Context: an optimization exercise on an open-source flow, tuned for a short achievable clock period. The choices shown serve that exercise and are no tape-out recipe. Only simulation tests tie the RTL to the original design; equivalence was not proved. No activity file was given, so power comes from the tool's default toggle rates.

## harbor
## dmx_core
module dmx_core (
    input  wire        clk,
    input  wire        rst,
    input  wire [31:0] now,
    input  wire        init,
    input  wire        in_valid,
    output wire        in_ready,
    input  wire [7:0]  in_data,
    output wire        sink_cfg_valid,
    output wire [9:0]  sink_cfg_count,
    output wire        sink_wr_valid,
    output wire [8:0]  sink_wr_index,
    output wire [7:0]  sink_wr_data,
    output wire        ok_pulse,
    output wire        err_pulse,
    output wire [7:0]  err_tag,
    output wire        ok_indicator,
    input  wire [2:0]  t_op,
    input  wire [23:0] t_arg,
    output wire        t_due
);
export LEC_CHECK = 0
export CAP_MARGIN = 20
export CORE_MARGIN = 2
export CORE_UTILIZATION = 40
export SETUP_SLACK_MARGIN = 3.0
export SLEW_MARGIN = 20
create_clock -name core_clock -period 7.0 [get_ports {clk}]
standard.sh (not shown) runs the stock make flow with config.mk's settings and CLKGATE_MAP_FILE= SYNTH_SCRIPT=/design/flow/synth_recipe.tcl, a recipe that flattens the netlist after the stock synthesis.
==> flow/flow/run.sh <==
#!/bin/bash
# The standard layout (standard.sh), with the standard flow's synthesis run through
# synth_delay.tcl: the same synthesis, but ABC maps the logic with the
# delay-driven abc_delay.script, and the full-/half-adder cell extraction is
# off so that ABC sees the arithmetic as plain logic. Pin placement gets the
# constraints in io_pins.tcl (sourced just before ORFS's place_pins).
# Global placement weights the nets of critical paths more heavily
# (GLOBAL_PLACEMENT_ARGS). Everything else is the standard flow. Output goes to standard.log; each
# tool's own log is under orfs/logs/.
set -euo pipefail
here=$(cd "$(dirname "${BASH_SOURCE[0]}")" && pwd)
export FLOW_SYNTH_TCL="$PWD/synth_recipe.tcl"
bash standard.sh SYNTH_SCRIPT="$here/synth_delay.tcl" ADDER_MAP_FILE= \
    PRE_IO_PLACEMENT_TCL="$here/io_pins.tcl" \
    GLOBAL_PLACEMENT_ARGS="-timing_driven_net_weight_max 8 -timing_driven_nets_percentage 5" \
    finish > standard.log 2>&1
==> flow/flow/abc_delay.script <==
strash
dch -f
map -D 500
topo
buffer -c
upsize -c -D 500
dnsize -c -D 500
==> flow/flow/io_pins.tcl <==
# Pin placement hook, sourced just before ORFS's place_pins.
# The stand-alone timer's inputs and its combinational output t_due sit
# side by side on the bottom edge, in bit order, so that the due test's
# logic cone is compact; in_ready sits next to its inputs rst and init.
set_io_pin_constraint -group -order -region bottom:* -pin_names {t_arg[0] now[8] t_arg[1] now[9] t_arg[2] now[10] t_arg[3] now[11] t_arg[4] now[12] t_arg[5] now[13] t_arg[6] now[14] t_arg[7] now[15] t_arg[8] now[16] t_arg[9] now[17] t_arg[10] now[18] t_arg[11] now[19] t_op[0] t_op[1] t_op[2] t_due rst init in_ready t_arg[12] now[20] t_arg[13] now[21] t_arg[14] now[22] t_arg[15] now[23] t_arg[16] now[24] t_arg[17] now[25] t_arg[18] now[26] t_arg[19] now[27] t_arg[20] now[28] t_arg[21] now[29] t_arg[22] now[30] t_arg[23] now[31]}
==> flow/flow/synth_delay.tcl <==
# The standard flow's synthesis (synth_recipe.tcl, beside the work folder) with one change:
# the ABC run that maps the logic uses the delay-driven script in this folder
# (classic "map" with a tight delay target) instead of ORFS's abc_speed.script.
# Registers, their names and cell types are left exactly as the standard flow's synthesis
# makes them.
set ::delay_abc_script [file join [file dirname [info script]] abc_delay.script]
proc abc {args} {
    set i [lsearch -exact $args -script]
    if { $i >= 0 } {
        set args [lreplace $args [expr {$i + 1}] [expr {$i + 1}] $::delay_abc_script]
    }
    yosys abc {*}$args
}
source $::env(FLOW_SYNTH_TCL)
Changes in pepper relative to harbor:
Settings: setting PLACE_DENSITY to 0.85 for the first time.
-- flow/flow/run.sh --
<<< harbor, line 7
# Global placement weights the nets of critical paths more heavily
# (GLOBAL_PLACEMENT_ARGS). Everything else is the standard flow. Output goes to standard.log; each
>>> pepper, line 7
# Everything else is the standard flow. Output goes to standard.log; each
<<< harbor, line 14
    PRE_IO_PLACEMENT_TCL="$here/io_pins.tcl" \
    GLOBAL_PLACEMENT_ARGS="-timing_driven_net_weight_max 8 -timing_driven_nets_percentage 5" \
    finish > standard.log 2>&1
>>> pepper, line 13
    PRE_IO_PLACEMENT_TCL="$here/io_pins.tcl" finish > standard.log 2>&1
Notes after the runs:
pepper: full flow OK, the timing, design-rule and antenna checks passed
Looking at pepper and harbor, the power consumed by sequential cells is a wash.
Looking at clock tree buffer count of the final layout, pepper sits above harbor.
Total design power went down by a few percent going from harbor to pepper.
Post-route worst setup slack in pepper is 0.14 ns below harbor.
For juniper, these inputs were changed with respect to pepper:
Settings: PLACE_DENSITY removed (was 0.85).
-- flow/flow/run.sh --
<<< pepper, line 7
>>> juniper, line 7
# Port buffers are buf_4 rather than the smallest buffer (a delay cell).
<<< pepper, line 13
    PRE_IO_PLACEMENT_TCL="$here/io_pins.tcl" finish > standard.log 2>&1
>>> juniper, line 14
    PRE_IO_PLACEMENT_TCL="$here/io_pins.tcl" \
    BUFFER_PORTS_ARGS="-buffer_cell sky130_fd_sc_hd__buf_4" finish > standard.log 2>&1
==> summary.txt <==
Looking at post-CTS repair timing setup buffer count, juniper sits 10 below pepper. Per the comparison of juniper with pepper, worst setup slack shrank by 0.082 ns, highest ir drop seen on vdd up 9.8 µV. Compared with pepper, juniper shows a lower design area. Leakage power total delta (juniper − pepper): favourable. Looking at top metal layer carrying routed signals, the met4 result is from juniper; the met5 one comes from pepper.
#### Input delta (nickel over juniper)
==> flow/flow/run.sh <==
#!/bin/bash
# The standard layout (standard.sh), with the standard flow's synthesis run through
# synth_delay.tcl: the same synthesis, but ABC maps the logic with the
# delay-driven abc_delay.script, and the full-/half-adder cell extraction is
# off so that ABC sees the arithmetic as plain logic. Everything after
# synthesis is the standard flow. Output goes to standard.log; each tool's
# own log is under orfs/logs/.
set -euo pipefail
here=$(cd "$(dirname "${BASH_SOURCE[0]}")" && pwd)
export FLOW_SYNTH_TCL="$PWD/synth_recipe.tcl"
bash standard.sh SYNTH_SCRIPT="$here/synth_delay.tcl" ADDER_MAP_FILE= finish > standard.log 2>&1
removed: flow/flow/io_pins.tcl
==> comparison <==
nickel ended with every stage complete and zero timing, DRC or antenna violations. Vias: nickel above juniper. Compared with juniper, number of gates resized after cts in nickel increased by more than 100%. Design area came out higher on nickel than on juniper. Sort nickel and juniper by global router's overall resource usage desc -> top: juniper. | slack of the critical path | nickel vs juniper | 0.13 ns higher |. The run showing the smaller area overhead of the layout relative to synthesis is juniper. For the cell count, nickel came in 1.3% higher than juniper did. Taking juniper as the reference, in nickel routed wire length -9.8%, violation count after the first detailed-routing iteration +343. Of nickel and juniper, the higher weighted congestion at the end of routability-driven global placement belongs to juniper.
Modified inputs, violet compared to nickel
Settings: a change of CORE_UTILIZATION from 40 to 50; an added PLACE_DENSITY of 0.7.
Findings:
Of nickel and violet, the run reporting the higher die area was nickel.
Any difference in length of routed met2 wiring between nickel and violet is small enough to ignore.
violet vs. nickel: number of cell rows went down 6, sequential fraction of total cell area went up by 0.52 points, final instance area went down, sum of internal, switching and leakage power moved down.
Between violet and nickel, it is violet whose first-iteration DRC count is lower, by 380.
On sequential share of power: between nickel and violet, it ends up higher for violet.
Delta (violet minus nickel): cell count moved down, via count of the first global-routing pass increased by 412 relative to the old numbers, post-CTS resize count now smaller.
Here is what was changed in the inputs of quartz compared with violet.
Settings: PLACE_DENSITY: 0.7 -> unset; CORE_UTILIZATION: 50 -> 40; ABC_CLOCK_PERIOD_IN_PS: unset -> 3000.
==> flow/run.sh (new file) <==
#!/bin/bash
# synth_recipe.tcl (not shown) runs the flow's synth.tcl, then flattens the netlist and writes it again
# the make line also repeats each setting of config.mk as NAME=value (left out here)
make -C /OpenROAD-flow-scripts/flow DESIGN_CONFIG=/design/flow/config.mk WORK_HOME=/design/flow/orfs CLKGATE_MAP_FILE= SYNTH_SCRIPT=/design/flow/synth_recipe.tcl finish
removed: flow/flow/run.sh
removed: flow/flow/abc_delay.script
removed: flow/flow/synth_delay.tcl
removed: flow/standard.sh
Notes after the runs:
Total iterations of the first detailed-routing run in quartz is 2 lower than in violet
| detailed route wirelength on metal2 | quartz vs violet | 31% lower |
Comparing violet and quartz, post-synthesis share of cell area spent on xor and xnor gates is higher on quartz.
Between violet and quartz, the depth of the worst register-to-register path is lower for quartz.
Diff violet -> quartz: final cell count without fillers moved down, placeable core region moved up, final standard cell area without fillers moved down, die area moved up.
A worst setup path startpoint of now[24] is what quartz shows, while t_arg[18] belongs to violet.
quartz: number of clock buffers in the layout higher than violet
quartz — number of antenna diodes 1 lower, violet as reference
Diff violet -> quartz | fmax | down by a few percent


dmx_core, a different RTL version from the one above (not shown whole).
Size in the first run: roughly 2400 cells after synthesis, about 110 flip-flops, about 110 I/O pins, about 15000 sq um of cells after synthesis.
==> flow/design.v (excerpt) <==
module dmx_core (
    input  wire        clk,
    input  wire        rst,
    input  wire [31:0] now,
    input  wire        init,
    input  wire        in_valid,
    output wire        in_ready,
    input  wire [7:0]  in_data,
    output wire        sink_cfg_valid,
    output wire [9:0]  sink_cfg_count,
    output wire        sink_wr_valid,
    output wire [8:0]  sink_wr_index,
    output wire [7:0]  sink_wr_data,
    output wire        ok_pulse,
    output wire        err_pulse,
    output wire [7:0]  err_tag,
    output wire        ok_indicator,
    input  wire [2:0]  t_op,
    input  wire [23:0] t_arg,
    output wire        t_due
);
    dmx_frame_decoder u_dec (
        .clk            (clk),
        .rst            (rst),
        .init           (init),
        .in_valid       (in_valid),
        .in_ready       (in_ready),
        .in_data        (in_data),
        .now            (now),
        .sink_cfg_valid (sink_cfg_valid),
        .sink_cfg_count (sink_cfg_count),
        .sink_wr_valid  (sink_wr_valid),
        .sink_wr_index  (sink_wr_index),
        .sink_wr_data   (sink_wr_data),
        .ok_pulse       (ok_pulse),
        .err_pulse      (err_pulse),
        .err_tag        (err_tag),
        .ok_indicator   (ok_indicator)
    );
    alarm_timer #(
        .TW (32),
        .W  (24),
        .S  (8)
    ) u_timer (
        .clk   (clk),
        .rst   (rst),
        .now   (now),
        .t_op  (t_op),
        .t_arg (t_arg),
        .t_due (t_due)
    );
endmodule
Settings: LEC_CHECK=0, CAP_MARGIN=20, CORE_MARGIN=2, CORE_UTILIZATION=40, SETUP_SLACK_MARGIN=3.0, SLEW_MARGIN=20; clock period 7.0 ns.
==> flow/flow/run.sh <==
#!/bin/bash
# The standard layout (standard.sh), with the standard flow's synthesis run through
# synth_delay.tcl: the same synthesis, but ABC maps the logic with the
# delay-driven abc_delay.script, and the full-/half-adder cell extraction is
# off so that ABC sees the arithmetic as plain logic. Everything after
# synthesis is the standard flow. Output goes to standard.log; each tool's
# own log is under orfs/logs/.
set -euo pipefail
here=$(cd "$(dirname "${BASH_SOURCE[0]}")" && pwd)
export FLOW_SYNTH_TCL="$PWD/synth_recipe.tcl"
bash standard.sh SYNTH_SCRIPT="$here/synth_delay.tcl" ADDER_MAP_FILE= finish > standard.log 2>&1
==> flow/flow/abc_delay.script <==
strash
dch -f
map -r -D 500
topo
buffer -c
upsize -c -D 500
dnsize -c -D 500
==> flow/flow/synth_delay.tcl <==
# The standard flow's synthesis (synth_recipe.tcl, beside the work folder) with one change:
# the ABC run that maps the logic uses the delay-driven script in this folder
# (classic "map" with a tight delay target) instead of ORFS's abc_speed.script.
# Registers, their names and cell types are left exactly as the standard flow's synthesis
# makes them.
set ::delay_abc_script [file join [file dirname [info script]] abc_delay.script]
proc abc {args} {
    set i [lsearch -exact $args -script]
    if { $i >= 0 } {
        set args [lreplace $args [expr {$i + 1}] [expr {$i + 1}] $::delay_abc_script]
    }
    yosys abc {*}$args
}
source $::env(FLOW_SYNTH_TCL)
Next try:
==> flow/flow/run.sh (replaced) <==
#!/bin/bash
# The standard layout (standard.sh), with the standard flow's synthesis run through
# synth_delay.tcl: the same synthesis, but ABC maps the logic with the
# delay-driven abc_delay.script, and the full-/half-adder cell extraction is
# off so that ABC sees the arithmetic as plain logic. Pin placement gets the
# constraints in io_pins.tcl (sourced just before ORFS's place_pins).
# Global placement weights the nets of critical paths more heavily
# (GLOBAL_PLACEMENT_ARGS). Everything else is the standard flow. Output goes to standard.log; each
# tool's own log is under orfs/logs/.
set -euo pipefail
here=$(cd "$(dirname "${BASH_SOURCE[0]}")" && pwd)
export FLOW_SYNTH_TCL="$PWD/synth_recipe.tcl"
bash standard.sh SYNTH_SCRIPT="$here/synth_delay.tcl" ADDER_MAP_FILE= \
    PRE_IO_PLACEMENT_TCL="$here/io_pins.tcl" \
    GLOBAL_PLACEMENT_ARGS="-timing_driven_net_weight_max 20 -timing_driven_nets_percentage 10" \
    finish > standard.log 2>&1
==> flow/flow/io_pins.tcl (new file) <==
# Pin placement hook, sourced just before ORFS's place_pins.
# The stand-alone timer's inputs and its combinational output t_due sit
# side by side on the bottom edge, in bit order, so that the due test's
# logic cone is compact; in_ready sits next to its inputs rst and init.
set_io_pin_constraint -group -order -region bottom:* -pin_names {t_arg[0] now[8] t_arg[1] now[9] t_arg[2] now[10] t_arg[3] now[11] t_arg[4] now[12] t_arg[5] now[13] t_arg[6] now[14] t_arg[7] now[15] t_arg[8] now[16] t_arg[9] now[17] t_arg[10] now[18] t_arg[11] now[19] t_op[0] t_op[1] t_op[2] t_due rst init in_ready t_arg[12] now[20] t_arg[13] now[21] t_arg[14] now[22] t_arg[15] now[23] t_arg[16] now[24] t_arg[17] now[25] t_arg[18] now[26] t_arg[19] now[27] t_arg[20] now[28] t_arg[21] now[29] t_arg[22] now[30] t_arg[23] now[31]}
Via count climbs by about 7%. Count of clock-buffer cells in the layout does not change. Register-to-register slack degrades by 280 ps. Clock skew climbs by 3.9 ps. Power climbs by about 4.6%. Design area climbs by about 0.4%. Sequential power climbs by about 2%. Worst setup slack degrades by 100 ps.
Next try:
--- a/flow/flow/run.sh
+++ b/flow/flow/run.sh
@@ -13,4 +13,4 @@
 bash standard.sh SYNTH_SCRIPT="$here/synth_delay.tcl" ADDER_MAP_FILE= \
     PRE_IO_PLACEMENT_TCL="$here/io_pins.tcl" \
-    GLOBAL_PLACEMENT_ARGS="-timing_driven_net_weight_max 20 -timing_driven_nets_percentage 10" \
-    finish > standard.log 2>&1
+    GLOBAL_PLACEMENT_ARGS="-timing_driven_net_weight_max 8 -timing_driven_nets_percentage 5" \
+    MATCH_CELL_FOOTPRINT=0 finish > standard.log 2>&1
After rerunning:
- worst hold slack is about the same
- wire length is lower by about a fifth
- register-to-register slack gets better by 340 ps
- clock skew is about the same
- design area is higher slightly
- non-clock buffer count is higher by 15
- critical path depth is higher by 2
- global-route usage is lower by 9.4 points
- first-iteration DRC count is lower by a quarter to a third
- sequential power is lower slightly
- via count is lower by a few percent
Next try:
==> flow/flow/run.sh (replaced) <==
#!/bin/bash
# The standard layout (standard.sh), with the standard flow's synthesis run through
# synth_delay.tcl: the same synthesis, but ABC maps the logic with the
# delay-driven abc_delay.script, and the full-/half-adder cell extraction is
# off so that ABC sees the arithmetic as plain logic. Pin placement gets the
# constraints in io_pins.tcl (sourced just before ORFS's place_pins).
# Everything else is the standard flow. Output goes to standard.log; each
# tool's own log is under orfs/logs/.
set -euo pipefail
here=$(cd "$(dirname "${BASH_SOURCE[0]}")" && pwd)
export FLOW_SYNTH_TCL="$PWD/synth_recipe.tcl"
bash standard.sh SYNTH_SCRIPT="$here/synth_delay.tcl" ADDER_MAP_FILE= \
    PRE_IO_PLACEMENT_TCL="$here/io_pins.tcl" finish > standard.log 2>&1
What happened:
- worst hold slack gets better by 24 ps
- register-to-register slack barely changes
- sequential share of layout area came out higher by 0.41 points
- power came out lower by about 0.7%
- worst setup slack gets worse by 31 ps
- synthesized area is unchanged

[what the ideal ports hide]
No port has a modelled driver above. Below, the same layouts with a new extraction and two added sets of constraints. Step 1 (the two cells are an assumption about what drives the block):
set clk [get_ports {clk}]
set_driving_cell -lib_cell sky130_fd_sc_hd__clkbuf_16 $clk
set_driving_cell -lib_cell sky130_fd_sc_hd__buf_2 [delete_from_list [all_inputs] $clk]
Step 2 also shifts input and output timing later by t, the mid clock arrival at the registers, as if the neighbouring blocks saw the same clock. Three values: ideal ports, drivers, drivers and shift; two values: the first two.
run | t (ns) | setup WS [ns] | worst hold slack (ns)
harbor | 0.425 | 2.546 / 2.421 / 2.057 | 0.376 / 0.376 / 0.376
pepper | 0.418 | 2.410 / 2.316 / 2.316 | 0.370 / 0.370 / 0.370
juniper | 0.429 | 2.328 / 2.222 / 2.222 | 0.370 / 0.370 / 0.370
nickel | 0.422 | 2.461 / 2.379 / 2.379 | 0.372 / 0.372 / 0.372
violet | 0.425 | 2.384 / 2.365 / 2.365 | 0.377 / 0.377 / 0.377
quartz | 0.406 | 2.238 / 2.181 / 2.133 | 0.403 / 0.403 / 0.403
the first run of note 2 | 0.434 | 2.530 / 2.485 / 2.485 | 0.445 / 0.445 / 0.445
the second run of note 2 | 0.457 | 2.428 / 2.353 / 2.353 | 0.452 / 0.452 / 0.452
the third run of note 2 | 0.465 | 2.579 / 2.508 / 2.508 | 0.452 / 0.452 / 0.452
the fourth run of note 2 | 0.449 | 2.549 / 2.483 / 2.483 | 0.476 / 0.476 / 0.476
After both steps setup and hold are still met in every run listed. The setup slack of harbor, which loses most, moves by -0.125 ns with the drivers and by -0.489 ns with both steps.
